Source: an optimization exercise on an open RTL-to-GDS flow (aim: small area). Production flows keep margins and buffers that such runs may drop.
Function was checked by simulation only, so behaviour that the tests miss may differ from the original.
Power and IR drop assume default switching activity.

==> design/flow/design.v <==
module ct_meas (
    input  wire        clk,
    input  wire        rst,         
    input  wire        start,
    input  wire        mode,        
    input  wire [1:0]  chan,
    input  wire [15:0] raw,
    output wire        ready,
    output wire        done,
    output wire        accept,
    output wire [1:0]  chan_next,
    output wire [34:0] ohms,
    output wire [15:0] vmv,
    output wire [27:0] digits,
    output wire        alert
);
    localparam [1:0] ST_IDLE = 2'd0, ST_H = 2'd1, ST_D = 2'd2, ST_B = 2'd3;
    localparam [2:0] P0 = 3'd0, P1 = 3'd1, P2 = 3'd3, P3 = 3'd6,
                     P4 = 3'd5, P5 = 3'd2, P6 = 3'd4;
    localparam [5:0] R0 = 6'd0, R1 = 6'd1, R5 = 6'd31, R6 = 6'd62, R7 = 6'd61,
                     R8 = 6'd59, R9 = 6'd55, R11 = 6'd30, R16 = 6'd14,
                     R35 = 6'd6, R36 = 6'd13;
    reg  [2:0]  ph;
    reg  [1:0]  st;
    reg  [5:0]  rc;
    reg         done_r;
    reg         mode_r, neg_r, acc_r;
    reg  [1:0]  chan_r;
    reg  [34:0] O;
    reg  [20:0] R;
    reg  [20:0] S;
    reg         osv;              
    reg         sv2;              
    reg         oc;               
    reg         c2;               
    reg         mq;               
    wire ph0 = (ph == P0);
    wire ph6 = (ph == P6);
    wire sH  = (st == ST_H);
    wire sD  = (st == ST_D);
    wire sB  = (st == ST_B);
    wire rc0 = (rc == R0);
    assign ready = (st == ST_IDLE) && ph6;
    wire   cap   = start && ready;
    assign done  = done_r;
    function automatic le_const(input [14:0] u, input [14:0] c);
        integer i;
        reg r;
        begin
            r = 1'b1;
            for (i = 0; i < 15; i = i + 1)
                r = c[i] ? (!u[i] || r) : (!u[i] && r);
            le_const = r;
        end
    endfunction
    function automatic ge_const(input [14:0] u, input [14:0] c);
        integer i;
        reg r;
        begin
            r = 1'b1;
            for (i = 0; i < 15; i = i + 1)
                r = c[i] ? (u[i] && r) : (u[i] || r);
            ge_const = r;
        end
    endfunction
    wire       s_low  = raw[15] || le_const(raw[14:0], 15'd8000);
    wire       s_high = !raw[15] && ge_const(raw[14:0], 15'd24000);
    wire       a_in   = mode || (!s_low && !s_high) ||
                        (chan == 2'd3 && s_low) || (chan == 2'd0 && s_high);
    wire [1:0] cn_in  = a_in ? chan : {chan[1] ^ (s_low ? chan[0] : !chan[0]), !chan[0]};
    reg [19:0] kc;
    always @(*) begin
        if (mode_r) kc = 20'd5489;
        else case (chan_r)
            2'd0:    kc = 20'd986;
            2'd1:    kc = 20'd9750;
            2'd2:    kc = 20'd100000;
            default: kc = 20'd668000;
        endcase
    end
    reg [4:0] kchunk;
    always @(*) begin
        case (ph)
            P0:      kchunk = kc[4:0];
            P1:      kchunk = kc[9:5];
            P2:      kchunk = kc[14:10];
            P3:      kchunk = kc[19:15];
            default: kchunk = 5'd0;
        endcase
    end
    reg [2:0] c8k;
    always @(*) begin
        case (ph)
            P2:      c8k = 3'b101;
            P3:      c8k = 3'b111;
            P4:      c8k = 3'b001;
            default: c8k = 3'b000;
        endcase
    end
    wire inj4k = (rc == R5) || (rc == R6) || (rc == R7) ||
                 (rc == R8) || (rc == R9) || (rc == R11);
    wire [4:0] o6   = O[34:30];
    wire       h0   = sH && rc0;
    wire       h1   = sH && (rc == R1);
    wire       mbit = ph0 ? sv2 : mq;
    wire       op_en  = sH && !rc0 && (mbit || (h1 && !mode_r));
    wire       negop  = !h1 && (mode_r ? neg_r : 1'b1);
    wire       negall = sB && (rc == R35) && mode_r && neg_r;
    wire       inj_h  = h1 ? 1'b0 : (mode_r ? inj4k : mq);
    wire       inj    = sH ? inj_h : (sD ? mq : osv);
    wire       sin    = ph0 ? inj : osv;
    wire [4:0] sw     = h0 ? 5'd0 : {o6[3:0], sin};
    wire [4:0] oa     = sw ^ {5{negall}};
    wire [4:0] ob     = op_en ? (kchunk ^ {5{negop}}) : 5'd0;
    wire       ocin   = ph0 ? ((op_en && negop) || negall) : oc;
    wire [5:0] oc_ch;
    wire [4:0] osum;
    assign oc_ch[0] = ocin;
    genvar gi;
    generate for (gi = 0; gi < 5; gi = gi + 1) begin : ofa
        assign osum[gi]    = oa[gi] ^ ob[gi] ^ oc_ch[gi];
        assign oc_ch[gi+1] = (oa[gi] & ob[gi]) | (oc_ch[gi] & (oa[gi] ^ ob[gi]));
    end endgenerate
    wire [2:0] r6    = R[20:18];
    wire [2:0] s6    = S[20:18];
    wire       dact  = sD && !rc0;
    wire [2:0] rsw   = {r6[1:0], ph0 ? osv : sv2};
    wire [2:0] schk  = (mode_r ? c8k : s6) ^ {3{mq}};
    wire [3:0] dc_ch;
    wire [2:0] dsum;
    assign dc_ch[0] = ph0 ? mq : c2;
    generate for (gi = 0; gi < 3; gi = gi + 1) begin : dfa
        assign dsum[gi]    = rsw[gi] ^ schk[gi] ^ dc_ch[gi];
        assign dc_ch[gi+1] = (rsw[gi] & schk[gi]) | (dc_ch[gi] & (rsw[gi] ^ schk[gi]));
    end endgenerate
    wire [3:0] dig   = {s6[0], r6};
    wire       ge5   = dig[3] | (dig[2] & (dig[1] | dig[0]));
    wire [2:0] adj   = {dig[3] ? dig[0]  : (dig[2] & !dig[1] & !dig[0]),
                        dig[3] ? !dig[0] : (dig[1] & (!dig[2] | dig[0])),
                        dig[3] ? !dig[0] : (dig[2] ? (dig[1] & !dig[0]) : dig[0])};
    wire       bcin  = ph0 ? osv : c2;
    wire [3:0] bout  = rc0 ? 4'd0 : {adj, bcin};
    wire [20:0] sv = {raw, S[13], 4'b0000};    
    wire [20:0] s_cap = {sv[2:0], sv[5:3], sv[8:6], sv[11:9], sv[14:12], sv[17:15], sv[20:18]};
    always @(posedge clk) begin
        O   <= {O[29:0], osum};
        osv <= o6[4];
        oc  <= oc_ch[5];
        R   <= {R[17:0], sD ? (dact ? dsum : 3'd0) : bout[2:0]};
        c2  <= sD ? dc_ch[3] : ge5;
        if (cap) begin
            S   <= s_cap;
            sv2 <= 1'b0;
        end else begin
            sv2 <= sD ? r6[2] : s6[2];
            if (sH)      S <= {S[17:0], s6[1:0], sv2};
            else if (sB) S <= {S[17:0], s6[2:1], bout[3]};
            else         S <= {S[17:0], s6};
        end
        if (sH && ph0)
            mq <= sv2;
        else if (sD && ph6)
            mq <= !(dact && dsum[2]);
        if (cap) begin
            mode_r <= mode;
            neg_r  <= raw[15];
            acc_r  <= a_in;
            chan_r <= cn_in;
        end
        if (rst) begin
            ph     <= P0;
            st     <= ST_IDLE;
            rc     <= R0;
            done_r <= 1'b0;
        end else begin
            ph     <= {ph[1:0], ~(ph[2] ^ ph[1])};
            done_r <= 1'b0;
            if (ph6) begin
                case (st)
                    ST_IDLE: if (start) begin st <= ST_H; rc <= R0; end
                    ST_H:    if (rc == R16) begin st <= ST_D; rc <= R0; end
                             else rc <= {rc[4:0], ~(rc[5] ^ rc[4])};
                    ST_D:    if (rc == R36) begin st <= ST_B; rc <= R0; end
                             else rc <= {rc[4:0], ~(rc[5] ^ rc[4])};
                    default: if (rc == R35) begin st <= ST_IDLE; done_r <= 1'b1; end
                             else rc <= {rc[4:0], ~(rc[5] ^ rc[4])};
                endcase
            end
        end
    end
    assign ohms = {O[4:0], O[9:5], O[14:10], O[19:15], O[24:20], O[29:25], O[34:30]};
    assign vmv  = ohms[15:0];
    assign digits = {S[0], R[2:0],   S[3], R[5:3],   S[6], R[8:6],   S[9], R[11:9],
                     S[12], R[14:12], S[15], R[17:15], S[18], R[20:18]};
    assign alert = !mode_r && (ohms[34:7] == 28'd0) &&
                   le_const({8'd0, ohms[6:0]}, 15'd80);
    assign accept    = acc_r;
    assign chan_next = chan_r;
endmodule
==> design/flow/flow/run.sh <==
#!/bin/bash
set -e
export BUFFER_PORTS_ARGS="-buffer_cell sky130_fd_sc_hd__buf_1"
bash standard.sh > standard.log 2>&1
==> design/flow/standard.sh <==
#!/bin/bash
# synth_recipe.tcl (not shown) runs the flow's synth.tcl, then flattens the netlist and writes it again
# the make line also repeats each setting of config.mk as NAME=value (left out here)
make -C /OpenROAD-flow-scripts/flow DESIGN_CONFIG=/design/flow/config.mk WORK_HOME=/design/flow/orfs CLKGATE_MAP_FILE= SYNTH_SCRIPT=/design/flow/synth_recipe.tcl "${@:-finish}"
==> design/flow/config.mk <==
export PLATFORM = sky130hd
export DESIGN_NAME = ct_meas
export DESIGN_NICKNAME = ct_meas
export VERILOG_FILES = /design/flow/design.v
export SDC_FILE = /design/flow/constraint.sdc
export NUM_CORES = 4
export LEC_CHECK = 0
export ABC_AREA = 1
export CAP_MARGIN = 20
export CORE_MARGIN = 2
export CORE_UTILIZATION = 70
export SLEW_MARGIN = 20
==> design/flow/constraint.sdc <==
create_clock -name core_clock -period 10.0 [get_ports {clk}]
set_input_delay 2.0000 -clock core_clock [delete_from_list [all_inputs] [get_ports {clk}]]
set_output_delay 2.0000 -clock core_clock [all_outputs]
set_load 0.01 [all_outputs]
==> impl_metrics.py, run 1 <==
metrics = {
    "clock_network": {
        "cts_tree": "done",
        "htreeDepth": 3,
        "clockRootBuffer": "clkbuf_8",
        "cts.clk_slew.worst_paths_ns": 0.10,
        "worstSkewPairLatency_ns": 0.37,
        "cts.repair.resized": 0,
        "clock_path_buffers": 2,
        "cts_setup_buffers": 0,
        "ctsHoldBuffers": 0,
        "cts.sinks": 99,
        "numCtsBuffers": 9,
    },
    "worst_setup_path": {
        "required_ns": 8.00,
        "slowest_delay_ns": 0.42,
        "endpoint_kind": "output port",
        "critPathMaxFanout": 4,
        "cp_cell_sequence": "nor4_1 > nand4_1 > a211oi_1 > buf_1",
        "crit_arrival_ns": 1.71,
        "critPathLaunchType": "flop",
        "crit_path_top_delay_cell": "nor4_1",
        "path_delay_family": "simple AND/OR/NAND/NOR gates",
        "path_buf_inv": 1,
        "criticalPathCategory": "flop to output port",
    },
    "logic_synthesis": {
        "ys_ff_latch": 99,
        "ys_top_cells_by_count": "102 x nand2_1, 93 x dfxtp_1, 58 x inv_1",
        "synth.area.top_cells": "dfxtp_1 45%, nand2_1 9.2%, inv_1 5.2%",
        "yosysMostFrequentCell": "nand2_1",
        "postSynth.asyncResetShare": 0,
        "synth_flop_cell": "dfxtp_1",
        "synth_edf_count": 6,
        "synth.yosys.seq_area_share": 0.491,
        "syn-num-nets": 523,
        "syn_inst": 480,
        "syn_area_sq_mm": 0.00416,
        "yosysUniqueCellTypes": 39,
        "synth_top_cell_by_area": "dfxtp_1",
        "syn_avg_cell_area_sq_um": 8.67,
        "ys_warn_count": 1,
        "yosysTopAreaCellShare": 0.447,
    },
    "sta": {
        "hold_violations": 0,
        "drv_slew": 0,
        "tns_ns": 0,
        "finClkSkew_ns": 0.0100,
        "worst_slew_pin_slew_ns": 0.436,
        "min_period_ns": 3.71,
        "slew_headroom": 0.709,
        "finalSetupViolations": 0,
        "max_freq_mhz": 269,
        "rsz0062_at_grt": "no",
        "fin_crit_sh": 0.371,
    },
    "floorplan": {
        "dieArea_sq_mm": 0.00658,
        "die_w_microns": 81.1,
        "die_h_microns": 81.1,
        "start_util": 0.716,
        "core_area_sq_mm": 0.00582,
        "rows": 28,
        "io_pins": 107,
    },
    "global_route": {
        "grt-ovfl-total": 0,
        "grt_pass1_wl_microns": 13200,
        "grt_pass1_vias": 2881,
        "antenna_found_initial": 0,
        "track_usage": 0.266,
        "grt_max_degree": 30,
    },
    "flow_run": {
        "maxCapViolCount": 0,
    },
    "routing": {
        "via_per_inst": 5.22,
        "ant_nets": 0,
        "drc": 0,
        "totalWireLength_microns": 8520,
        "wire_per_inst_microns": 13.2,
        "drt_first_pass_iters": 4,
        "drtIter0Drc": 184,
        "num_vias": 3379,
    },
    "hold_path": {
        "hp-class": "flop to flop",
    },
    "cells_and_area": {
        "num-fill-cells": 419,
        "diodes": 0,
        "area_growth_pct": 11.0,
        "post-route-cell-area_sq_mm": 0.00462,
        "layout-drive-gt1-share": 0.0594,
        "finalNetCount": 610,
    },
    "pwr": {
        "p_per_area_mw_per_mm2": 236,
        "p_leak_nw": 2.02,
        "irDropWorstVdd_uv": 185,
    },
    "run_status": {
        "outcome": "complete, no violations",
    },
    "placement": {
        "gp_congestion": 0.991,
        "portBuffers": 106,
        "placed_cell_area_sq_mm": 0.00444,
        "hpwl_microns": 6450,
    },
}
-- layer usage --
| metal | up-vias | track usage | wire [microns] | part of all wire |
|---|---|---|---|---|
| met4 | 0 | 0.0797 | 157 | 0.018 |
| met5 | - | 0 | 0 | 0 |
| met3 | 14 | 0.0633 | 498 | 0.058 |
| met2 | 116 | 0.448 | 4110 | 0.48 |
| met1 | 1545 | 0.340 | 3750 | 0.44 |
| li1 | 1704 | - | - | - |
-- worst paths after layout --
check	startpoint	to	slack, ns	cells past startpoint
worst min register to register	S[13]$_DFF_P_	S[16]$_DFF_P_	0.35	0
worst min-delay path	S[13]$_DFF_P_	S[16]$_DFF_P_	0.35	0
worst max register to register	st[1]$_SDFFE_PP0P_	O[4]$_DFF_P_	6.35	16
worst max-delay path	O[21]$_DFF_P_	alert	6.29	4
-- state kept, by name, summed over array words and instances (netlist names), 2 cells and up --
register / flops
ph: 3
st: 2
S: 21
chan_r: 2
rc: 6
O: 35
R: 21
-- logic make-up (layout without fill, tap and decap cells) --
group	Yosys count	after routing	share of synthesized area
and+or+nand+nor	186	186	0.201
xor gates and xnor gates	12	12	0.0252
AOI/OAI and AO/OA	67	67	0.0941
buffers and inverters	95	187	0.112
DFF	99	99	0.491
adders and majority gates	21	21	0.0775
-- cells in the final DEF, fill, tap and decap left out, types with 8 or more instances in the layout --
| master | n |
|---|---|
| a21oi_1 | 13 |
| buf_1 | 106 |
| clkbuf_8 | 9 |
| dfxtp_1 | 93 |
| fa_1 | 8 |
| ha_1 | 13 |
| inv_1 | 58 |
| nand2_1 | 102 |
| nand3_1 | 29 |
| nor2_1 | 28 |
| o211ai_1 | 8 |
| o21ai_0 | 30 |
-- cell type report --
class / count / area (sq um) / share of cell area
sequential: 99 / 2040 / 0.442
clock inverter: 6 / 55.1 / 0.0119
clock buffer: 10 / 128 / 0.0276
tap: 75 / 93.8 / 0.0203
multi-input combinational: 286 / 1660 / 0.358
inverter: 64 / 241 / 0.0522
timing repair buffer: 107 / 405 / 0.0877
-- power breakdown --
group | leakage (nW) | switching [mW] | internal (mW)
combinational | 1.10 | 0.168 | 0.0915
clock | 0.0934 | 0.143 | 0.0954
sequential | 0.826 | 0.0833 | 0.509
-- per-stage QoR --
step           total power, mW  hold WS, ns  setup slack [ns]   util  std cells
2_1_floorplan            0.784        0.310              6.56      -        480
3_3_place_gp             0.849        0.316              6.49  0.763        631
3_5_place_dp             0.860        0.319              6.41  0.763        631
4_1_cts                   1.10        0.350              6.26  0.795        647
5_1_grt                   1.16        0.354              6.06  0.795        647
6_report                  1.09        0.349              6.29  0.795        647
==> run 2: changes to the inputs <==
--- a/design/flow/config.mk
+++ b/design/flow/config.mk
@@ -6,5 +6,4 @@
 export NUM_CORES = 4
 export LEC_CHECK = 0
-export ABC_AREA = 1
 export CAP_MARGIN = 20
 export CORE_MARGIN = 2
==> impl_metrics.py, run 2 <==
metrics = {
    "routing": {
        "drtIter0Drc": 144,
        "ant_nets": 0,
        "drt_first_pass_iters": 5,
        "wire_per_inst_microns": 14.5,
        "num_vias": 3360,
        "totalWireLength_microns": 8680,
        "via_per_inst": 5.62,
        "drc": 0,
    },
    "logic_synthesis": {
        "yosysUniqueCellTypes": 58,
        "yosysTopAreaCellShare": 0.444,
        "synth.area.top_cells": "dfxtp_1 44%, nand2_1 5.9%, buf_4 4.3%",
        "postSynth.asyncResetShare": 0,
        "ys_warn_count": 1,
        "syn_avg_cell_area_sq_um": 9.51,
        "syn-num-nets": 484,
        "synth_top_cell_by_area": "dfxtp_1",
        "ys_top_cells_by_count": "93 x dfxtp_1, 66 x nand2_1, 27 x nor2_1",
        "syn_inst": 441,
        "yosysMostFrequentCell": "dfxtp_1",
        "ys_ff_latch": 99,
        "synth_edf_count": 6,
        "synth.yosys.seq_area_share": 0.487,
        "syn_area_sq_mm": 0.00420,
        "synth_flop_cell": "dfxtp_1",
    },
    "flow_run": {
        "maxCapViolCount": 0,
    },
    "floorplan": {
        "start_util": 0.717,
        "rows": 28,
        "io_pins": 107,
        "die_w_microns": 81.4,
        "dieArea_sq_mm": 0.00663,
        "die_h_microns": 81.4,
        "core_area_sq_mm": 0.00585,
    },
    "cells_and_area": {
        "layout-drive-gt1-share": 0.0440,
        "max_flop_register": "O",
        "area_growth_pct": 10.3,
        "biggestRegsByFlops": "O: 35 flops, R: 21 flops, S: 21 flops",
        "largest_reg_flops": 35,
        "finalNetCount": 561,
        "post-route-cell-area_sq_mm": 0.00463,
        "final_cell_mix": "106 x buf_1, 93 x dfxtp_1, 66 x nand2_1",
        "final_common_cell": "buf_1",
        "diodes": 0,
    },
    "sta": {
        "max_freq_mhz": 246,
        "finalSetupViolations": 0,
        "min_period_ns": 4.07,
        "worst_slew_pin_slew_ns": 0.780,
        "rsz0062_at_grt": "no",
        "tns_ns": 0,
        "hold_violations": 0,
        "drv_slew": 0,
        "slew_headroom": 0.475,
        "fin_crit_sh": 0.407,
        "finClkSkew_ns": 0.0103,
    },
    "global_route": {
        "grt_pass1_vias": 2993,
        "grt_pass1_wl_microns": 13700,
        "antenna_found_initial": 0,
        "track_usage": 0.274,
        "grt-ovfl-total": 0,
        "grt_max_degree": 29,
    },
    "clock_network": {
        "numCtsBuffers": 9,
        "worstSkewPairLatency_ns": 0.37,
        "cts_setup_buffers": 0,
        "cts_tree": "done",
        "ctsHoldBuffers": 0,
        "clockRootBuffer": "clkbuf_8",
        "clock_path_buffers": 2,
        "cts.repair.resized": 0,
        "htreeDepth": 3,
        "cts.sinks": 99,
        "cts.clk_slew.worst_paths_ns": 0.10,
    },
    "placement": {
        "portBuffers": 106,
        "gp_congestion": 0.866,
        "hpwl_microns": 6430,
        "placed_cell_area_sq_mm": 0.00444,
    },
    "pwr": {
        "p_sw_mw": 0.287,
        "irDropWorstVdd_uv": 134,
        "p_comb_frac": 0.169,
        "p_sw_frac": 0.317,
        "p_leak_nw": 1.81,
        "power.share.clock": 0.270,
        "p_per_area_mw_per_mm2": 196,
        "internal_power_mw": 0.618,
        "p_seq_frac": 0.560,
    },
    "worst_setup_path": {
        "required_ns": 10.25,
        "critPathMostFrequentCell": "fa_1",
        "critPathLaunchType": "flop",
        "crit_path_top_delay_cell": "a2111oi_0",
        "slowest_delay_ns": 0.52,
        "critPathMaxFanout": 12,
        "cp_cell_sequence": "inv_1 > ha_1 > nand2b_4 > o32ai_1 > a21o_1 > a2111oi_0 > xnor2_1 > fa_1 > fa_1 > inv_1 > fa_1 > inv_1 > fa_1 > fa_1",
        "criticalPathCategory": "flop to flop",
        "crit_arrival_ns": 4.32,
        "endpoint_kind": "flop",
    },
    "run_status": {
        "outcome": "complete, no violations",
    },
    "hold_path": {
        "hp-class": "flop to flop",
    },
}
[run 2: changes by cell type in the layout (fill, tap and decap cells not counted), moves of 5 or more]
cell	previous run	this run
mux2i_1	0	6
o21ai_0	30	17
or3_1	0	6
inv_2	5	0
xnor2_1	6	13
nand2_1	102	66
o211ai_1	8	1
nor2b_1	0	7
inv_1	58	25
nand3_1	29	8
a21oi_1	13	23
nand2b_1	0	7
[run 2: final timing paths]
check	from	to	slack, ns	cells after the start
worst max-delay path	st[1]$_SDFFE_PP0P_	O[4]$_DFF_P_	5.93	14
worst min-delay path	S[13]$_DFF_P_	S[16]$_DFF_P_	0.34	0
worst max register to register	st[1]$_SDFFE_PP0P_	O[4]$_DFF_P_	5.93	14
worst min register to register	S[13]$_DFF_P_	S[16]$_DFF_P_	0.34	0
[run 2: cell families (layout without fill, tap and decap cells)]
logic type,count (synthesis),in the layout,share of synthesized area
flip-flops,99,99,0.487
XOR/XNOR,17,17,0.0355
multiplexers,6,6,0.0143
AO/OA/AOI/OAI,75,75,0.117
buffers and inverters,65,147,0.0817
AND/OR/NAND/NOR,158,158,0.188
adder cells (fa/ha/maj),21,21,0.0769
[run 2: cell type report]
class,count,area [sq um]
Clock buffer,9,124
Clock inverter,7,65.1
Fill cell,403,1220
Inverter,25,93.8
Multi-Input combinational cell,277,1810
Sequential cell,99,2040
Tap cell,75,93.8
Timing Repair Buffer,106,398
[run 2: stage by stage]
step | std cells | utilization | total power [mW] | setup WS (ns) | hold WS [ns]
after detailed placement | 582 | 0.759 | 0.669 | 5.94 | 0.314
after floorplan | 441 | - | 0.629 | 6.41 | 0.310
after global routing | 598 | 0.791 | 0.951 | 5.57 | 0.353
after CTS | 598 | 0.791 | 0.910 | 5.92 | 0.347
after global placement | 582 | 0.759 | 0.662 | 6.13 | 0.311
final | 598 | 0.791 | 0.905 | 5.93 | 0.345
[run 2: worst max-delay path: cells and delay by family (launching register included)]
family	cells	cell delay, ns
fa+ha+maj	6	2.18
compound gates	3	0.83
flops	1	0.43
buf+inv	3	0.20
xor+xnor	1	0.17
simple gates	1	0.16
[run 2: layer usage]
| metal | vias up | wire (microns) | track usage |
|---|---|---|---|
| li1 | 1640 | - | - |
| met1 | 1584 | 3600 | 0.327 |
| met2 | 118 | 4440 | 0.467 |
| met3 | 18 | 478 | 0.0681 |
| met4 | 0 | 165 | 0.120 |
| met5 | - | 0 | 0 |
[run 2: power by group through the flow]
stage / sequential, mW / combinational, mW / clock [mW]
6_report: 0.507 / 0.153 / 0.245
2_1_floorplan: 0.515 / 0.114 / 0
5_1_grt: 0.516 / 0.171 / 0.264
4_1_cts: 0.507 / 0.155 / 0.247
3_5_place_dp: 0.515 / 0.154 / 0
3_3_place_gp: 0.513 / 0.149 / 0
==> run 3: changes to the inputs <==
==> design/flow/flow/run.sh (replaced) <==
#!/bin/bash
set -e
export BUFFER_PORTS_ARGS="-buffer_cell sky130_fd_sc_hd__buf_1"
export CTS_ARGS="-sink_clustering_enable -repair_clock_nets -dont_use_dummy_load"
bash standard.sh > standard.log 2>&1
==> impl_metrics.py, run 3 <==
metrics = {
    "floorplan": {
        "die_h_microns": 81.4,
        "die_w_microns": 81.4,
        "core_area_sq_mm": 0.00585,
        "start_util": 0.717,
        "dieArea_sq_mm": 0.00663,
        "rows": 28,
        "io_pins": 107,
    },
    "logic_synthesis": {
        "ys_warn_count": 1,
        "postSynth.asyncResetShare": 0,
        "syn_inst": 441,
        "ys_top_cells_by_count": "93 x dfxtp_1, 66 x nand2_1, 27 x nor2_1",
        "ys_ff_latch": 99,
        "syn_area_sq_mm": 0.00420,
        "yosysUniqueCellTypes": 58,
        "syn-num-nets": 484,
        "synth_flop_cell": "dfxtp_1",
        "synth.area.top_cells": "dfxtp_1 44%, nand2_1 5.9%, buf_4 4.3%",
        "yosysMostFrequentCell": "dfxtp_1",
        "synth_edf_count": 6,
        "synth_top_cell_by_area": "dfxtp_1",
        "syn_avg_cell_area_sq_um": 9.51,
        "yosysTopAreaCellShare": 0.444,
        "synth.yosys.seq_area_share": 0.487,
    },
    "placement": {
        "dp.cells": 582,
        "dpl_worst_slack_ns": 5.94,
        "portBuffers": 106,
        "hpwl_microns": 6430,
        "gp_congestion": 0.866,
        "placed_cell_area_sq_mm": 0.00444,
    },
    "global_route": {
        "track_usage": 0.274,
        "grt_pass1_wl_microns": 13700,
        "grt_pass1_vias": 2976,
        "grt_max_degree": 29,
        "grt-ovfl-total": 0,
        "antenna_found_initial": 0,
    },
    "routing": {
        "wire_per_inst_microns": 14.6,
        "ant_nets": 0,
        "num_vias": 3312,
        "drc": 0,
        "drtIter0Drc": 159,
        "drt_first_pass_iters": 4,
        "via_per_inst": 5.60,
        "totalWireLength_microns": 8600,
    },
    "sta": {
        "tns_ns": 0,
        "fin_crit_sh": 0.407,
        "slew_headroom": 0.451,
        "fin_ws_ns": 5.93,
        "drv_slew": 0,
        "finClkSkew_ns": 0.0318,
        "whs_ns": 0.345,
        "worst_slew_pin_slew_ns": 0.816,
        "finalSetupViolations": 0,
        "max_freq_mhz": 245,
        "min_period_ns": 4.07,
        "hold_violations": 0,
        "rsz0062_at_grt": "no",
    },
    "worst_setup_path": {
        "critPathLaunchType": "flop",
        "r2r_start": "st[1]$_SDFFE_PP0P_",
        "ff2ff_setup_slack_ns": 5.93,
        "crit_arrival_ns": 4.29,
        "required_ns": 10.22,
        "endpoint_kind": "flop",
        "critPathMaxFanout": 12,
        "criticalPathCategory": "flop to flop",
        "worstReg2RegEnd": "O[4]$_DFF_P_",
        "r2r_cells": 14,
    },
    "cells_and_area": {
        "num-fill-cells": 410,
        "fin_cells": 591,
        "diodes": 0,
        "final_cell_mix": "106 x buf_1, 93 x dfxtp_1, 66 x nand2_1",
        "biggestRegsByFlops": "O: 35 flops, R: 21 flops, S: 21 flops",
        "max_flop_register": "O",
        "post-route-util": 0.780,
        "area_growth_pct": 8.74,
        "post-route-cell-area_sq_mm": 0.00456,
        "final_common_cell": "buf_1",
        "finalNetCount": 561,
        "layout-drive-gt1-share": 0.0310,
        "largest_reg_flops": 35,
    },
    "clock_network": {
        "clock_path_buffers": 2,
        "numCtsBuffers": 9,
        "cts.sinks": 99,
        "cts_setup_buffers": 0,
        "ctsHoldBuffers": 0,
        "htreeDepth": 3,
        "cts_tree": "done",
        "worstSkewPairLatency_ns": 0.37,
        "clockRootBuffer": "clkbuf_8",
        "cts.repair.resized": 0,
        "cts.clk_slew.worst_paths_ns": 0.10,
    },
    "hold_path": {
        "hold_start": "S[13]$_DFF_P_",
        "whs_endpoint": "S[16]$_DFF_P_",
        "hp-class": "flop to flop",
        "whs_path_depth": 0,
    },
    "pwr": {
        "p_per_area_mw_per_mm2": 187,
        "irDropWorstVdd_uv": 130,
        "p_leak_nw": 1.77,
        "total_power_mw": 0.855,
    },
    "run_status": {
        "outcome": "complete, no violations",
    },
    "flow_run": {
        "maxCapViolCount": 0,
    },
}
run 3: changes by cell type in the layout (fill, tap and decap cells not counted), sizes merged:
cell	delta
inv	-5
clkinv	-2
run 3: kinds of logic after synthesis:
group                      after synthesis  synth area share
AOI/OAI and AO/OA                       75             0.117
xor gates and xnor gates                17            0.0355
adders and majority gates               21            0.0769
buffers and inverters                   65            0.0817
DFF                                     99             0.487
muxes                                    6            0.0143
and+or+nand+nor                        158             0.188
run 3: layout make-up:
cell class	instances	area, sq um	share of cell area
Tap cell	75	93.8	0.0206
Timing Repair Buffer	106	398	0.0872
Sequential cell	99	2040	0.448
Inverter	25	93.8	0.0206
Clock buffer	9	124	0.0272
Multi-Input combinational cell	277	1810	0.397
run 3: report_power, final:
part | leakage [nW] | total, mW | switching [mW] | internal, mW
registers | 0.822 | 0.507 | 0.0470 | 0.460
clock network | 0.0647 | 0.194 | 0.113 | 0.0808
logic | 0.884 | 0.153 | 0.0928 | 0.0604
run 3: worst max-delay path by stage:
stage	from	end	cells past startpoint
finish	st[1]$_SDFFE_PP0P_	O[4]$_DFF_P_	14
floorplan	raw[5]	acc_r$_DFFE_PP_	5
detailed placement	st[1]$_SDFFE_PP0P_	O[4]$_DFF_P_	14
CTS	st[1]$_SDFFE_PP0P_	O[4]$_DFF_P_	14
global route	st[1]$_SDFFE_PP0P_	O[4]$_DFF_P_	14
global placement	st[1]$_SDFFE_PP0P_	O[4]$_DFF_P_	14
run 3: critical path, cell delays in order, from the launching register on:
cell	delay (ns)
dfxtp_1	0.42
inv_1	0.09
ha_1	0.38
nand2b_4	0.16
o32ai_1	0.10
a21o_1	0.21
a2111oi_0	0.52
xnor2_1	0.17
fa_1	0.46
fa_1	0.36
inv_1	0.07
fa_1	0.15
inv_1	0.04
fa_1	0.38
fa_1	0.44
run 3: metal layers:
| layer | GRT usage | routed length [microns] |
|---|---|---|
| met1 | 0.335 | 3520 |
| met2 | 0.464 | 4450 |
| met3 | 0.0659 | 489 |
| met4 | 0.112 | 140 |
| met5 | 0 | 0 |
==> run 4: changes to the inputs <==
==> design/flow/flow/run.sh (replaced) <==
#!/bin/bash
set -e
export BUFFER_PORTS_ARGS="-buffer_cell sky130_fd_sc_hd__buf_1"
export CTS_ARGS="-sink_clustering_enable -repair_clock_nets -dont_use_dummy_load"
bash standard.sh ADDER_MAP_FILE= finish > standard.log 2>&1
==> impl_metrics.py, run 4 <==
metrics = {
    "logic_synthesis": {
        "synth.area.top_cells": "dfxtp_1 45%, nand2_1 6.3%, edfxtp_1 4.3%",
        "yosysMostFrequentCell": "dfxtp_1",
        "synth_flop_cell": "dfxtp_1",
        "syn_area_sq_mm": 0.00418,
        "ys_warn_count": 1,
        "ys_top_cells_by_count": "93 x dfxtp_1, 70 x nand2_1, 39 x nor2_1",
        "synth.yosys.seq_area_share": 0.489,
        "syn_inst": 461,
        "synth_edf_count": 6,
        "synth_top_cell_by_area": "dfxtp_1",
        "syn-num-nets": 483,
        "yosysUniqueCellTypes": 63,
        "syn_avg_cell_area_sq_um": 9.06,
        "ys_ff_latch": 99,
        "postSynth.asyncResetShare": 0,
        "yosysTopAreaCellShare": 0.446,
    },
    "pwr": {
        "irDropWorstVdd_uv": 153,
        "total_power_mw": 0.874,
        "p_leak_nw": 1.67,
        "p_per_area_mw_per_mm2": 193,
    },
    "worst_setup_path": {
        "r2r_start": "mode_r$_DFFE_PP_",
        "cp-startpoint": "mode_r$_DFFE_PP_",
        "endpoint_kind": "output port",
        "required_ns": 8.00,
        "critPathLaunchType": "flop",
        "crit_arrival_ns": 2.00,
        "criticalPathCategory": "flop to output port",
        "critPathMaxFanout": 16,
    },
    "placement": {
        "dp.cells": 596,
        "placed_cell_area_sq_mm": 0.00440,
        "gp_congestion": 0.849,
        "hpwl_microns": 6350,
        "portBuffers": 106,
    },
    "clock_network": {
        "htreeDepth": 3,
        "cts.repair.resized": 0,
        "numCtsBuffers": 9,
        "cts.clk_slew.worst_paths_ns": 0.06,
        "cts_tree": "done",
        "clockRootBuffer": "clkbuf_8",
        "cts_setup_buffers": 0,
        "cts.sinks": 99,
        "ctsHoldBuffers": 0,
        "worstSkewPairLatency_ns": 0.37,
        "clock_path_buffers": 2,
    },
    "cells_and_area": {
        "diodes": 0,
        "layout-drive-gt1-share": 0.0472,
        "max_flop_register": "O",
        "biggestRegsByFlops": "O: 35 flops, R: 21 flops, S: 21 flops",
        "fin_cells": 605,
        "area_growth_pct": 8.21,
        "final_common_cell": "buf_1",
        "post-route-util": 0.773,
        "finalNetCount": 554,
        "post-route-cell-area_sq_mm": 0.00452,
        "largest_reg_flops": 35,
        "final_cell_mix": "106 x buf_1, 93 x dfxtp_1, 70 x nand2_1",
    },
    "sta": {
        "worst_slew_pin_slew_ns": 0.634,
        "min_period_ns": 4.00,
        "finClkSkew_ns": 0.0326,
        "tns_ns": 0,
        "drv_slew": 0,
        "rsz0062_at_grt": "no",
        "finalSetupViolations": 0,
        "max_freq_mhz": 250,
        "slew_headroom": 0.574,
        "hold_violations": 0,
        "fin_crit_sh": 0.400,
    },
    "global_route": {
        "grt_pass1_vias": 3077,
        "antenna_found_initial": 0,
        "grt-ovfl-total": 0,
        "track_usage": 0.271,
        "grt_pass1_wl_microns": 13700,
        "grt_max_degree": 24,
    },
    "flow_run": {
        "maxCapViolCount": 0,
    },
    "floorplan": {
        "io_pins": 107,
        "rows": 28,
        "die_h_microns": 81.3,
        "die_w_microns": 81.3,
        "core_area_sq_mm": 0.00585,
        "start_util": 0.714,
        "dieArea_sq_mm": 0.00660,
    },
    "routing": {
        "via_per_inst": 5.67,
        "wire_per_inst_microns": 14.2,
        "drt_first_pass_iters": 4,
        "drtIter0Drc": 183,
        "ant_nets": 0,
        "drc": 0,
        "totalWireLength_microns": 8580,
        "num_vias": 3433,
    },
    "run_status": {
        "outcome": "complete, no violations",
    },
    "hold_path": {
        "hold_start": "S[13]$_DFF_P_",
        "hp-class": "flop to flop",
    },
}
-- run 4: report_power, final --
group / internal (mW) / switching [mW]
Clock: 0.0808 / 0.115
Sequential: 0.462 / 0.0497
Combinational: 0.0677 / 0.0995
-- run 4: cell type report --
cell class                      count  area (sq um)
Clock buffer                        9           124
Fill cell                         419          1330
Inverter                           11          41.3
Multi-Input combinational cell    304          1810
Sequential cell                    99          2040
Tap cell                           75          93.8
Timing Repair Buffer              107           405
-- run 4: cells by family (layout without fill, tap and decap cells) --
group / Yosys count / count (layout) / synth area share
flops: 99 / 99 / 0.489
compound gates: 86 / 86 / 0.141
buf+inv: 58 / 127 / 0.0770
mux: 5 / 5 / 0.0120
simple gates: 180 / 180 / 0.211
fa+ha+maj: 3 / 3 / 0.00749
xor+xnor: 30 / 30 / 0.0629
-- run 4: worst paths after layout --
check | endpoint | slack (ns) | cells past startpoint
setup / recovery | alert | 6.00 | 4
hold reg to reg | S[16]$_DFF_P_ | 0.33 | 0
setup reg to reg | mq$_DFFE_PP_ | 6.99 | 8
hold / removal | S[16]$_DFF_P_ | 0.33 | 0
-- run 4: per-stage QoR --
step | setup WS [ns] | hold slack (ns)
floorplan | 6.27 | 0.310
global placement | 6.09 | 0.312
detailed placement | 5.99 | 0.315
CTS | 5.96 | 0.330
global route | 5.91 | 0.339
finish | 6.00 | 0.328
-- run 4: critical path, cell delays in order (launching register included) --
cell,delay (ns)
edfxtp_1,0.64
nor4_1,0.42
nand4_1,0.15
a211oi_1,0.26
buf_1,0.18
-- run 4: layer usage --
layer	vias to the layer above	wire length, microns	GRT usage
met3	13	733	0.0633
met5	-	0	0
li1	1707	-	-
met4	0	131	0.112
met2	144	4160	0.469
met1	1569	3560	0.322
==> run 5: changes to the inputs <==
==> design/flow/flow/run.sh (replaced) <==
#!/bin/bash
set -e
export BUFFER_PORTS_ARGS="-buffer_cell sky130_fd_sc_hd__buf_1"
export CTS_ARGS="-sink_clustering_enable -repair_clock_nets -dont_use_dummy_load -sink_clustering_size 25 -sink_clustering_max_diameter 200"
bash standard.sh > standard.log 2>&1
==> impl_metrics.py, run 5 <==
metrics = {
    "run_status": {
        "outcome": "complete, no violations",
    },
    "cells_and_area": {
        "final_cell_mix": "106 x buf_1, 93 x dfxtp_1, 66 x nand2_1",
        "diodes": 0,
        "layout-drive-gt1-share": 0.0310,
        "biggestRegsByFlops": "O: 35 flops, R: 21 flops, S: 21 flops",
        "final_common_cell": "buf_1",
        "largest_reg_flops": 35,
        "area_growth_pct": 8.74,
        "num-fill-cells": 410,
        "finalNetCount": 561,
        "fin_cells": 591,
        "max_flop_register": "O",
    },
    "sta": {
        "fin_ws_ns": 5.93,
        "finalSetupViolations": 0,
        "min_period_ns": 4.07,
        "finClkSkew_ns": 0.0318,
        "slew_headroom": 0.451,
        "max_freq_mhz": 245,
        "rsz0062_at_grt": "no",
        "tns_ns": 0,
        "fin_crit_sh": 0.407,
        "drv_slew": 0,
        "worst_slew_pin_slew_ns": 0.816,
        "hold_violations": 0,
    },
    "global_route": {
        "grt-ovfl-total": 0,
        "antenna_found_initial": 0,
        "grt_max_degree": 29,
        "grt_pass1_vias": 2976,
        "grt_pass1_wl_microns": 13700,
        "track_usage": 0.274,
    },
    "floorplan": {
        "io_pins": 107,
        "rows": 28,
        "start_util": 0.717,
        "die_h_microns": 81.4,
        "core_area_sq_mm": 0.00585,
        "die_w_microns": 81.4,
        "dieArea_sq_mm": 0.00663,
    },
    "flow_run": {
        "maxCapViolCount": 0,
    },
    "worst_setup_path": {
        "required_ns": 10.22,
        "crit_arrival_ns": 4.29,
        "critPathLaunchType": "flop",
        "critPathMaxFanout": 12,
        "criticalPathCategory": "flop to flop",
        "endpoint_kind": "flop",
        "r2r_cells": 14,
    },
    "routing": {
        "num_vias": 3312,
        "drtIter0Drc": 159,
        "wire_per_inst_microns": 14.6,
        "ant_nets": 0,
        "drc": 0,
        "totalWireLength_microns": 8600,
        "via_per_inst": 5.60,
        "drt_first_pass_iters": 4,
    },
    "clock_network": {
        "numCtsBuffers": 9,
        "cts_tree": "done",
        "worstSkewPairLatency_ns": 0.37,
        "cts_setup_buffers": 0,
        "clock_path_buffers": 2,
        "ctsHoldBuffers": 0,
        "cts.sinks": 99,
        "cts.repair.resized": 0,
        "clockRootBuffer": "clkbuf_8",
        "htreeDepth": 3,
        "cts.clk_slew.worst_paths_ns": 0.10,
    },
    "placement": {
        "gp_congestion": 0.866,
        "portBuffers": 106,
        "dp.cells": 582,
        "dpl_worst_slack_ns": 5.94,
        "hpwl_microns": 6430,
    },
    "logic_synthesis": {
        "ys_top_cells_by_count": "93 x dfxtp_1, 66 x nand2_1, 27 x nor2_1",
        "synth.area.top_cells": "dfxtp_1 44%, nand2_1 5.9%, buf_4 4.3%",
        "yosysUniqueCellTypes": 58,
        "ys_warn_count": 1,
        "yosysTopAreaCellShare": 0.444,
        "postSynth.asyncResetShare": 0,
        "syn_area_sq_mm": 0.00420,
        "synth_flop_cell": "dfxtp_1",
        "syn_inst": 441,
        "syn-num-nets": 484,
        "synth_top_cell_by_area": "dfxtp_1",
        "synth_edf_count": 6,
        "yosysMostFrequentCell": "dfxtp_1",
        "ys_ff_latch": 99,
        "synth.yosys.seq_area_share": 0.487,
        "syn_avg_cell_area_sq_um": 9.51,
    },
    "pwr": {
        "p_per_area_mw_per_mm2": 187,
        "irDropWorstVdd_uv": 130,
        "p_leak_nw": 1.77,
    },
    "hold_path": {
        "hp-class": "flop to flop",
        "whs_path_depth": 0,
    },
}
==> run 5: changes by cell type after synthesis, moves of 5 or more <==
| cell | delta |
|---|---|
| a21oi_1 | -5 |
| clkbuf_1 | -11 |
| xnor2_1 | -6 |
| buf_2 | +5 |
| ha_1 | +13 |
| fa_1 | +8 |
| and2_1 | -5 |
| inv_1 | +15 |
| nor2_1 | -12 |
| xor2_1 | -7 |
==> run 5: layer usage <==
layer | up-vias | global-route usage | routed length [microns]
met4 | 0 | 0.112 | 140
met5 | - | 0 | 0
met3 | 14 | 0.0659 | 489
li1 | 1627 | - | -
met2 | 119 | 0.464 | 4450
met1 | 1552 | 0.335 | 3520
==> run 5: power by group <==
part	switching (mW)	total [mW]	internal, mW
clock	0.113	0.194	0.0808
sequential	0.0470	0.507	0.460
combinational	0.0928	0.153	0.0604
total	0.253	0.855	0.601
==> run 5: layout make-up <==
class,instances,area [sq um],share of cell area
multi-input combinational,277,1810,0.397
timing repair buffer,106,398,0.0872
clock buffer,9,124,0.0272
sequential,99,2040,0.448
inverter,25,93.8,0.0206
tap,75,93.8,0.0206
==> run 5: kinds of logic (layout without fill, tap and decap cells) <==
kind of cell,after synthesis,after routing,share of synthesized area
buffers and inverters,65,140,0.0817
AOI/OAI and AO/OA,75,75,0.117
and+or+nand+nor,158,158,0.188
muxes,6,6,0.0143
adders and majority gates,21,21,0.0769
xor gates and xnor gates,17,17,0.0355
DFF,99,99,0.487
==> run 5: final timing paths <==
kind,slack (ns),from,end
worst max-delay path,5.93,st[1]$_SDFFE_PP0P_,O[4]$_DFF_P_
worst min-delay path,0.34,S[13]$_DFF_P_,S[16]$_DFF_P_
worst max register to register,5.93,st[1]$_SDFFE_PP0P_,O[4]$_DFF_P_
worst min register to register,0.34,S[13]$_DFF_P_,S[16]$_DFF_P_
==> run 5: critical path, stage by stage (launching register included) <==
cell and delay (ns):
dfxtp_1 0.42, inv_1 0.09, ha_1 0.38, nand2b_4 0.16
o32ai_1 0.10, a21o_1 0.21, a2111oi_0 0.52, xnor2_1 0.17
fa_1 0.46, fa_1 0.36, inv_1 0.07, fa_1 0.15
inv_1 0.04, fa_1 0.38, fa_1 0.44
==> run 5: metrics by stage <==
| step | instance area, sq um | hold WS, ns | utilization | power [mW] |
|---|---|---|---|---|
| global placement | 4440 | 0.311 | 0.759 | 0.662 |
| detailed placement | 4440 | 0.314 | 0.759 | 0.669 |
| CTS | 4560 | 0.346 | 0.780 | 0.860 |
| finish | 4560 | 0.345 | 0.780 | 0.855 |
| global route | 4560 | 0.349 | 0.780 | 0.901 |
| floorplan | 4200 | 0.310 | - | 0.629 |
==> run 6: changes to the inputs <==
--- a/design/flow/design.v
+++ b/design/flow/design.v
@@ -24,5 +24,4 @@
     reg  [1:0]  st;
     reg  [5:0]  rc;
-    reg         done_r;
     reg         mode_r, neg_r, acc_r;
     reg  [1:0]  chan_r;
@@ -43,5 +42,5 @@
     assign ready = (st == ST_IDLE) && ph6;
     wire   cap   = start && ready;
-    assign done  = done_r;
+    assign done  = sB && (rc == R36) && ph0;
     function automatic le_const(input [14:0] u, input [14:0] c);
         integer i;
@@ -106,12 +105,13 @@
     wire       op_en  = sH && !rc0 && (mbit || (h1 && !mode_r));
     wire       negop  = !h1 && (mode_r ? neg_r : 1'b1);
-    wire       negall = sB && (rc == R35) && mode_r && neg_r;
+    wire       vneg   = mode_r && neg_r;
+    wire       incall = sB && (rc == R35) && vneg;
     wire       inj_h  = h1 ? 1'b0 : (mode_r ? inj4k : mq);
-    wire       inj    = sH ? inj_h : (sD ? mq : osv);
+    wire       inj    = sH ? inj_h : (sD ? mq ^ vneg : osv);
     wire       sin    = ph0 ? inj : osv;
     wire [4:0] sw     = h0 ? 5'd0 : {o6[3:0], sin};
-    wire [4:0] oa     = sw ^ {5{negall}};
+    wire [4:0] oa     = sw;
     wire [4:0] ob     = op_en ? (kchunk ^ {5{negop}}) : 5'd0;
-    wire       ocin   = ph0 ? ((op_en && negop) || negall) : oc;
+    wire       ocin   = ph0 ? ((op_en && negop) || incall) : oc;
     wire [5:0] oc_ch;
     wire [4:0] osum;
@@ -139,5 +139,5 @@
                         dig[3] ? !dig[0] : (dig[1] & (!dig[2] | dig[0])),
                         dig[3] ? !dig[0] : (dig[2] ? (dig[1] & !dig[0]) : dig[0])};
-    wire       bcin  = ph0 ? osv : c2;
+    wire       bcin  = ph0 ? osv ^ vneg : c2;
     wire [3:0] bout  = rc0 ? 4'd0 : {adj, bcin};
     wire [20:0] sv = {raw, S[13], 4'b0000};    
@@ -172,9 +172,9 @@
             st     <= ST_IDLE;
             rc     <= R0;
-            done_r <= 1'b0;
         end else begin
             ph     <= {ph[1:0], ~(ph[2] ^ ph[1])};
-            done_r <= 1'b0;
-            if (ph6) begin
+            if (sB && ph0 && rc == R36)
+                st <= ST_IDLE;            
+            else if (ph6) begin
                 case (st)
                     ST_IDLE: if (start) begin st <= ST_H; rc <= R0; end
@@ -183,6 +183,5 @@
                     ST_D:    if (rc == R36) begin st <= ST_B; rc <= R0; end
                              else rc <= {rc[4:0], ~(rc[5] ^ rc[4])};
-                    default: if (rc == R35) begin st <= ST_IDLE; done_r <= 1'b1; end
-                             else rc <= {rc[4:0], ~(rc[5] ^ rc[4])};
+                    default: rc <= {rc[4:0], ~(rc[5] ^ rc[4])};
                 endcase
             end
==> design/flow/flow/run.sh (replaced) <==
#!/bin/bash
# Layout flow: the standard layout (standard.sh) with three changes.
#  1. Every port is buffered by sky130_fd_sc_hd__buf_1, the smallest buffer.
#  2. The clock tree is built without dummy loads.
#  3. After the standard synthesis, ABC re-maps the combinational logic for
#     area. Registers keep the instance names and cell types the standard
#     synthesis gave them (they are black boxes to ABC). The re-mapped
#     netlist replaces the standard one only if a SAT check proves that both
#     compute the same outputs and register inputs from the same inputs and
#     register outputs.
# Each tool writes its full output to its own log file in this folder.
set -e
export BUFFER_PORTS_ARGS="-buffer_cell sky130_fd_sc_hd__buf_1"
export CTS_ARGS="-sink_clustering_enable -repair_clock_nets -dont_use_dummy_load"

HERE=$(pwd)
FLOWDIR=$HERE/flow
RES=$HERE/orfs/results/$FLOW_PLATFORM/ct_meas/base
LIB=$FLOW_HOME/platforms/sky130hd/lib/sky130_fd_sc_hd__tt_025C_1v80.lib

bash standard.sh ADDER_MAP_FILE= synth > synth.log 2>&1

cp $RES/1_2_yosys.v $HERE/std_netlist.v
DU=""
for c in $(sed -n '/DONT_USE_CELLS/,/^$/p' $FLOW_HOME/platforms/sky130hd/config.mk | grep -o 'sky130_fd_sc_hd__[a-z0-9_]*'); do
  DU="$DU -dont_use $c"
done
FFS=$(grep -o 'sky130_fd_sc_hd__[a-z0-9_]*' $HERE/std_netlist.v | sort -u | grep -E '__(dfxtp|edfxtp|dfrtp|dfstp|dfxbp|dfbbp|sdf|edf|dlx|conb)' | tr '\n' ' ')
cat > $HERE/remap.abc <<'EOT'
strash
&get -n
&deepsyn -T 30
&nf -a -R 1000
&put
EOT
cat > $HERE/remap.ys <<EOT
read_liberty -ignore_miss_func $LIB
blackbox $FFS
read_verilog $HERE/std_netlist.v
hierarchy -top ct_meas
flatten
hierarchy -top ct_meas
opt_clean -purge
abc -liberty $LIB $DU -script $HERE/remap.abc
opt_clean -purge
hilomap -singleton -hicell sky130_fd_sc_hd__conb_1 HI -locell sky130_fd_sc_hd__conb_1 LO
insbuf -buf sky130_fd_sc_hd__buf_4 A X
splitnets
opt_clean -purge
rename -hide w:*.*
check -assert
stat -liberty $LIB
write_verilog -noattr -nohex -nodec $HERE/remap_netlist.v
EOT
remap_ok=0
if yosys -s $HERE/remap.ys > $HERE/remap.log 2>&1; then
  python3 $FLOWDIR/cutff.py $HERE/std_netlist.v $HERE/eq_gold.v
  python3 $FLOWDIR/cutff.py $HERE/remap_netlist.v $HERE/eq_gate.v
  cat > $HERE/equiv.ys <<EOT
read_liberty -ignore_miss_func $LIB
read_verilog $HERE/eq_gold.v
rename ct_meas gold
read_verilog $HERE/eq_gate.v
rename ct_meas gate
hierarchy -check
flatten gold gate
opt_clean
miter -equiv -flatten -make_outputs gold gate miter
hierarchy -top miter
sat -verify -prove trigger 0 miter
EOT
  if yosys -s $HERE/equiv.ys > $HERE/equiv.log 2>&1; then remap_ok=1; fi
fi
if [ $remap_ok = 1 ]; then
  echo "re-mapped netlist proved equivalent: using it" > $HERE/remap_status.txt
  cp $HERE/remap_netlist.v $RES/1_2_yosys.v
  rm -f $RES/1_synth.odb $RES/1_synth.sdc
else
  echo "re-mapping failed or not proved: keeping the standard netlist" > $HERE/remap_status.txt
fi

bash standard.sh ADDER_MAP_FILE= finish > standard.log 2>&1
==> design/flow/flow/cutff.py (new file) <==
import re,sys
# cut flip-flops out of a yosys-written structural netlist: Q -> input port, D/DE -> output ports
src=open(sys.argv[1]).read()
m=re.search(r'module\s+ct_meas\s*\((.*?)\);(.*)endmodule',src,re.S)
ports=m.group(1); body=m.group(2)
newin=[];newout=[];assigns=[]
def repl(mo):
    typ,name,conn=mo.group(1),mo.group(2),mo.group(3)
    if not re.search(r'__(dfxtp|edfxtp|dfrtp|dfxbp)_',typ): return mo.group(0)
    pins=dict((p,n.strip()) for p,n in re.findall(r'\.(\w+)\(([^()]*)\)',conn))
    key=re.sub(r'[^A-Za-z0-9_]','_',name)
    newin.append(('q_'+key,pins['Q']))
    newout.append(('d_'+key,pins['D']))
    if 'DE' in pins: newout.append(('de_'+key,pins['DE']))
    return ''
body=re.sub(r'(sky130_fd_sc_hd__\w+)\s+(\\\S+|\S+)\s*\((.*?)\);',repl,body,flags=re.S)
decl=''.join(f'  input {p};\n' for p,n in newin)+''.join(f'  output {p};\n' for p,n in newout)
asg=''.join(f'  assign {n} = {p} ;\n' for p,n in newin)+''.join(f'  assign {p} = {n} ;\n' for p,n in newout)
body=body.rstrip()+'\n'+asg
plist=ports.strip()+','+','.join(p for p,_ in newin+newout)
# Q nets may be declared as reg/wire; keep as wire
out='module ct_meas('+plist+');\n'+decl+body+'endmodule\n'
open(sys.argv[2],'w').write(out)
==> impl_metrics.py, run 6 <==
metrics = {
    "run_status": {
        "outcome": "complete, no violations",
    },
    "clock_network": {
        "cts_setup_buffers": 0,
        "cts.repair.resized": 0,
        "htreeDepth": 3,
        "cts_tree": "done",
        "cts.sinks": 98,
        "ctsHoldBuffers": 0,
        "cts.clk_slew.worst_paths_ns": 0.11,
        "clock_path_buffers": 2,
        "numCtsBuffers": 9,
        "clockRootBuffer": "clkbuf_8",
        "worstSkewPairLatency_ns": 0.37,
    },
    "placement": {
        "gp_congestion": 0.943,
        "hpwl_microns": 6960,
        "dpl_worst_slack_ns": 5.96,
        "portBuffers": 106,
    },
    "global_route": {
        "grt-ovfl-total": 0,
        "grt_pass1_wl_microns": 15600,
        "antenna_found_initial": 0,
        "track_usage": 0.275,
        "grt_max_degree": 27,
        "grt_pass1_vias": 3309,
    },
    "sta": {
        "rsz0062_at_grt": "no",
        "drv_slew": 0,
        "whs_ns": 0.324,
        "fin_ws_ns": 5.97,
        "max_freq_mhz": 248,
        "slew_headroom": 0.455,
        "hold_violations": 0,
        "min_period_ns": 4.03,
        "finalSetupViolations": 0,
        "finClkSkew_ns": 0.0374,
        "fin_crit_sh": 0.403,
        "tns_ns": 0,
        "worst_slew_pin_slew_ns": 0.816,
    },
    "worst_setup_path": {
        "crit_path_top_delay_cell": "or3_1",
        "critPathMaxFanout": 21,
        "required_ns": 8.00,
        "r2r_cells": 9,
        "path_delay_family": "simple AND/OR/NAND/NOR gates",
        "crit_arrival_ns": 2.03,
        "cp.depth": 3,
        "r2r_start": "st[0]$_SDFFE_PP0P_",
        "cp_cell_sequence": "or3_1 > nor3_1 > buf_1",
        "criticalPathCategory": "flop to output port",
        "ff2ff_setup_slack_ns": 6.53,
        "worstReg2RegEnd": "O[4]$_DFF_P_",
        "critPathLaunchType": "flop",
        "endpoint_kind": "output port",
        "path_buf_inv": 1,
        "slowest_delay_ns": 0.60,
    },
    "floorplan": {
        "core_area_sq_mm": 0.00599,
        "io_pins": 107,
        "dieArea_sq_mm": 0.00691,
        "die_h_microns": 83.1,
        "start_util": 0.732,
        "die_w_microns": 83.1,
        "rows": 28,
    },
    "cells_and_area": {
        "post-route-util": 0.784,
        "final_cell_mix": "106 x buf_1, 92 x dfxtp_1, 73 x nand2_1",
        "layout-drive-gt1-share": 0.0491,
        "biggestRegsByFlops": "O: 35 flops, R: 21 flops, S: 21 flops",
        "largest_reg_flops": 35,
        "final_common_cell": "buf_1",
        "diodes": 0,
        "max_flop_register": "O",
        "area_growth_pct": 7.16,
        "finalNetCount": 574,
    },
    "pwr": {
        "p_seq_frac": 0.600,
        "total_power_mw": 0.789,
        "p_comb_frac": 0.155,
        "internal_power_mw": 0.571,
        "p_sw_frac": 0.277,
        "irDropWorstVdd_uv": 148,
        "power.share.clock": 0.245,
        "p_per_area_mw_per_mm2": 168,
        "p_leak_nw": 1.74,
        "p_sw_mw": 0.219,
    },
    "logic_synthesis": {
        "synth_top_cell_by_area": "dfxtp_1",
        "synth_edf_count": 6,
        "syn-num-nets": 509,
        "ys_warn_count": 1,
        "synth.area.top_cells": "dfxtp_1 42%, nand2_1 6.3%, buf_4 4.1%",
        "ys_top_cells_by_count": "92 x dfxtp_1, 73 x nand2_1, 25 x a21oi_1",
        "syn_inst": 487,
        "yosysUniqueCellTypes": 73,
        "yosysMostFrequentCell": "dfxtp_1",
        "ys_ff_latch": 98,
        "yosysTopAreaCellShare": 0.420,
        "synth_flop_cell": "dfxtp_1",
        "postSynth.asyncResetShare": 0,
        "syn_area_sq_mm": 0.00438,
        "synth.yosys.seq_area_share": 0.461,
        "syn_avg_cell_area_sq_um": 9.00,
    },
    "routing": {
        "ant_nets": 0,
        "drt_first_pass_iters": 5,
        "wire_per_inst_microns": 14.9,
        "drtIter0Drc": 194,
        "num_vias": 3706,
        "drc": 0,
        "via_per_inst": 5.93,
        "totalWireLength_microns": 9320,
    },
    "hold_path": {
        "hold_start": "R[6]$_DFF_P_",
        "hp-class": "flop to flop",
        "whs_endpoint": "R[9]$_DFF_P_",
        "whs_path_depth": 0,
    },
    "flow_run": {
        "maxCapViolCount": 0,
    },
}
==> run 6: how the worst max path moves through the flow <==
stage	startpoint	to
2_1_floorplan	raw[3]	chan_r[0]$_DFFE_PP_
3_3_place_gp	raw[3]	chan_r[0]$_DFFE_PP_
3_5_place_dp	raw[3]	chan_r[0]$_DFFE_PP_
4_1_cts	ph[1]$_SDFF_PP0_	done
5_1_grt	ph[1]$_SDFF_PP0_	done
6_report	ph[2]$_SDFF_PP0_	done
==> run 6: cell families after synthesis <==
family          share of synthesized area
flops                               0.461
buf+inv                            0.0782
xor+xnor                           0.0519
fa+ha+maj                         0.00742
simple gates                        0.230
mux                                0.0160
compound gates                      0.155
==> run 6: power by group through the flow <==
stage / clock network (mW) / logic, mW / registers (mW)
after floorplan: 0 / 0.107 / 0.473
after global placement: 0 / 0.119 / 0.481
after detailed placement: 0 / 0.122 / 0.482
after CTS: 0.200 / 0.123 / 0.474
after global routing: 0.213 / 0.137 / 0.480
final: 0.194 / 0.122 / 0.474
==> run 6: area by class of cell <==
class / count / area, sq um
fillers: 427 / 1290
clock buffers: 9 / 124
repair buffers: 106 / 398
well taps: 75 / 93.8
flip-flops and latches: 98 / 2020
inverters: 11 / 41.3
multi-input cells: 326 / 2020
==> run 6: worst reg2reg max path, delay by kind of cell, from the launching register on <==
family / cells / cell delay [ns]
AOI/OAI and AO/OA: 6 / 1.38
DFF: 1 / 0.63
and+or+nand+nor: 3 / 1.36
==> run 6: metal layers <==
layer  wire [microns]  GRT usage  share of wire  vias up
li1                 -          -              -     1818
met1             4030      0.358           0.43     1711
met2             4520      0.460           0.48      168
met3              683     0.0606          0.073        9
met4               83     0.0864         0.0089        0
met5                0          0              0        -
==> run 6: through the flow <==
stage	instance area, sq um	std cells
final	4700	625
after global routing	4700	625
after CTS	4700	625
after detailed placement	4570	616
after global placement	4570	616
after floorplan	4380	487
==> run 7: changes to the inputs <==
--- a/design/flow/flow/run.sh
+++ b/design/flow/flow/run.sh
@@ -23,5 +23,5 @@
 cp $RES/1_2_yosys.v $HERE/std_netlist.v
 DU=""
-for c in $(sed -n '/DONT_USE_CELLS/,/^$/p' $FLOW_HOME/platforms/sky130hd/config.mk | grep -o 'sky130_fd_sc_hd__[a-z0-9_]*'); do
+for c in $(sed -n '/DONT_USE_CELLS/,/^$/p' $FLOW_HOME/platforms/sky130hd/config.mk | grep -o 'sky130_fd_sc_hd__[a-z0-9_]*' | grep -v fill); do
   DU="$DU -dont_use $c"
 done
@@ -44,4 +44,5 @@
 abc -liberty $LIB $DU -script $HERE/remap.abc
 opt_clean -purge
+read_liberty -lib -overwrite $LIB
 hilomap -singleton -hicell sky130_fd_sc_hd__conb_1 HI -locell sky130_fd_sc_hd__conb_1 LO
 insbuf -buf sky130_fd_sc_hd__buf_4 A X
==> impl_metrics.py, run 7 <==
metrics = {
    "logic_synthesis": {
        "syn_avg_cell_area_sq_um": 9.24,
        "syn_area_sq_mm": 0.00395,
        "syn-num-nets": 450,
        "ys_warn_count": 1,
        "syn_inst": 428,
    },
    "pwr": {
        "irDropWorstVdd_uv": 147,
        "total_power_mw": 0.842,
        "p_per_area_mw_per_mm2": 206,
        "p_leak_nw": 1.56,
    },
    "worst_setup_path": {
        "critPathMaxFanout": 8,
        "required_ns": 8.00,
        "slowest_delay_ns": 0.76,
        "crit_arrival_ns": 2.14,
        "criticalPathCategory": "flop to output port",
        "crit_path_top_delay_cell": "nor3_1",
        "ff2ff_setup_slack_ns": 6.52,
        "cp_cell_sequence": "nor3_1 > nand3_1 > nor2_1 > buf_1",
        "path_delay_family": "simple AND/OR/NAND/NOR gates",
        "cp.depth": 4,
        "critPathLaunchType": "flop",
        "r2r_cells": 10,
        "path_buf_inv": 1,
        "endpoint_kind": "output port",
    },
    "cells_and_area": {
        "num-fill-cells": 434,
        "max_flop_register": "O",
        "final_common_cell": "buf_1",
        "final_cell_mix": "106 x buf_1, 92 x dfxtp_1, 68 x nand2_1",
        "largest_reg_flops": 35,
        "diodes": 0,
        "area_growth_pct": 3.51,
        "finalNetCount": 504,
        "biggestRegsByFlops": "O: 35 flops, R: 21 flops, S: 21 flops",
        "layout-drive-gt1-share": 0.0188,
    },
    "global_route": {
        "grt_pass1_wl_microns": 12400,
        "grt_pass1_vias": 2626,
        "grt-ovfl-total": 0,
        "track_usage": 0.257,
        "antenna_found_initial": 0,
        "grt_max_degree": 24,
    },
    "routing": {
        "drc": 0,
        "ant_nets": 0,
        "drt_first_pass_iters": 5,
        "drtIter0Drc": 232,
        "num_vias": 3045,
        "totalWireLength_microns": 7590,
        "via_per_inst": 5.52,
        "wire_per_inst_microns": 13.8,
    },
    "sta": {
        "finClkSkew_ns": 0.0306,
        "finalSetupViolations": 0,
        "rsz0062_at_grt": "no",
        "tns_ns": 0,
        "drv_slew": 0,
        "max_freq_mhz": 242,
        "slew_headroom": 0.388,
        "hold_violations": 0,
        "worst_slew_pin_slew_ns": 0.911,
        "min_period_ns": 4.14,
        "fin_crit_sh": 0.414,
    },
    "clock_network": {
        "cts.clk_slew.worst_paths_ns": 0.08,
        "clockRootBuffer": "clkbuf_8",
        "worstSkewPairLatency_ns": 0.37,
        "cts.repair.resized": 0,
        "htreeDepth": 3,
        "cts_tree": "done",
        "ctsHoldBuffers": 0,
        "numCtsBuffers": 9,
        "clock_path_buffers": 2,
        "cts.sinks": 98,
        "cts_setup_buffers": 0,
    },
    "floorplan": {
        "dieArea_sq_mm": 0.00627,
        "core_area_sq_mm": 0.00547,
        "rows": 27,
        "io_pins": 107,
        "start_util": 0.722,
        "die_h_microns": 79.2,
        "die_w_microns": 79.2,
    },
    "run_status": {
        "outcome": "complete, no violations",
    },
    "placement": {
        "hpwl_microns": 5640,
        "gp_congestion": 0.887,
        "portBuffers": 106,
    },
    "flow_run": {
        "maxCapViolCount": 0,
    },
    "hold_path": {
        "hp-class": "flop to flop",
        "whs_path_depth": 0,
    },
}
## run 7: worst register-to-register path, cell delays in order (launching register included)
cell and delay (ns):
dfxtp_1 0.38, nor3_1 0.76, nand3_1 0.21, o41ai_1 0.44
a31oi_1 0.12, maj3_1 0.43, o21ai_0 0.31, maj3_1 0.26
maj3_1 0.22, a21oi_1 0.10, o21a_1 0.15
## run 7: path summary, 6_finish.rpt
path	endpoint	startpoint
setup / recovery	done	ph[0]$_SDFF_PP0_
hold / removal	R[11]$_DFF_P_	R[8]$_DFF_P_
setup reg to reg	O[4]$_DFF_P_	ph[0]$_SDFF_PP0_
hold reg to reg	R[11]$_DFF_P_	R[8]$_DFF_P_
## run 7: area by class of cell
| cell class | count | area (sq um) | share of cell area |
|---|---|---|---|
| repair buffers | 106 | 398 | 0.0972 |
| inverters | 7 | 26.3 | 0.00642 |
| well taps | 72 | 90.1 | 0.0220 |
| multi-input cells | 260 | 1430 | 0.350 |
| clock buffers | 9 | 124 | 0.0303 |
| flip-flops and latches | 98 | 2020 | 0.494 |
## run 7: where the power goes
group	internal, mW	leakage (nW)	switching (mW)
Clock	0.0807	0.0647	0.111
Sequential	0.456	0.811	0.0478
Combinational	0.0561	0.689	0.0900
Total	0.593	1.56	0.249
## run 7: per-stage QoR
stage / area (sq um) / util / hold slack, ns / setup WS (ns) / std cells
finish: 4090 / 0.748 / 0.347 / 5.86 / 552
global route: 4090 / 0.748 / 0.346 / 5.74 / 552
CTS: 4090 / 0.748 / 0.342 / 5.93 / 552
detailed placement: 3970 / 0.725 / 0.327 / 6.00 / 543
global placement: 3970 / 0.725 / 0.326 / 6.15 / 543
floorplan: 3950 / - / 0.310 / 6.61 / 428
## run 7: routing by layer
| layer | vias to the layer above | routed length, microns | part of all wire | track usage |
|---|---|---|---|---|
| li1 | 1520 | - | - | - |
| met1 | 1387 | 3580 | 0.47 | 0.356 |
| met2 | 120 | 3360 | 0.44 | 0.395 |
| met3 | 18 | 494 | 0.065 | 0.0523 |
| met4 | 0 | 157 | 0.021 | 0.105 |
| met5 | - | 0 | 0 | 0 |

[port drivers added, routing unchanged]
How much do the figures lean on ideal ports? The routed layouts below were timed once more, with nothing changed but the port constraints.
Step 1: set_driving_cell puts a clkbuf_16 on clk and a buf_2 on each other input, an assumption about the parent block.
Step 2 also shifts input and output timing later by t, the mid clock arrival at the registers, as if the neighbouring blocks saw the same clock.
Three values: ideal, step 1, step 2; two values: the first two.
run | shift t [ns] | slack for setup (ns) | worst setup path after step 2
run 1 | 0.393 | 6.286 / 6.256 / 6.352 | register to register
run 2 | 0.397 | 5.928 / 5.928 / 5.928 | register to register
run 3 | 0.388 | 5.925 / 5.925 / 5.925 | register to register
run 4 | 0.387 | 6.004 / 5.971 / 5.980 | input to register
run 5 | 0.388 | 5.925 / 5.925 / 5.925 | register to register
run 6 | 0.379 | 5.965 / 5.933 / 5.927 | input to register
run 7 | 0.381 | 5.862 / 5.832 / 5.982 | input to register
After both steps setup and hold are still met in every run listed. For run 6, which loses most, drivers alone change the setup slack by -0.032 ns; drivers and shift together by -0.038 ns.
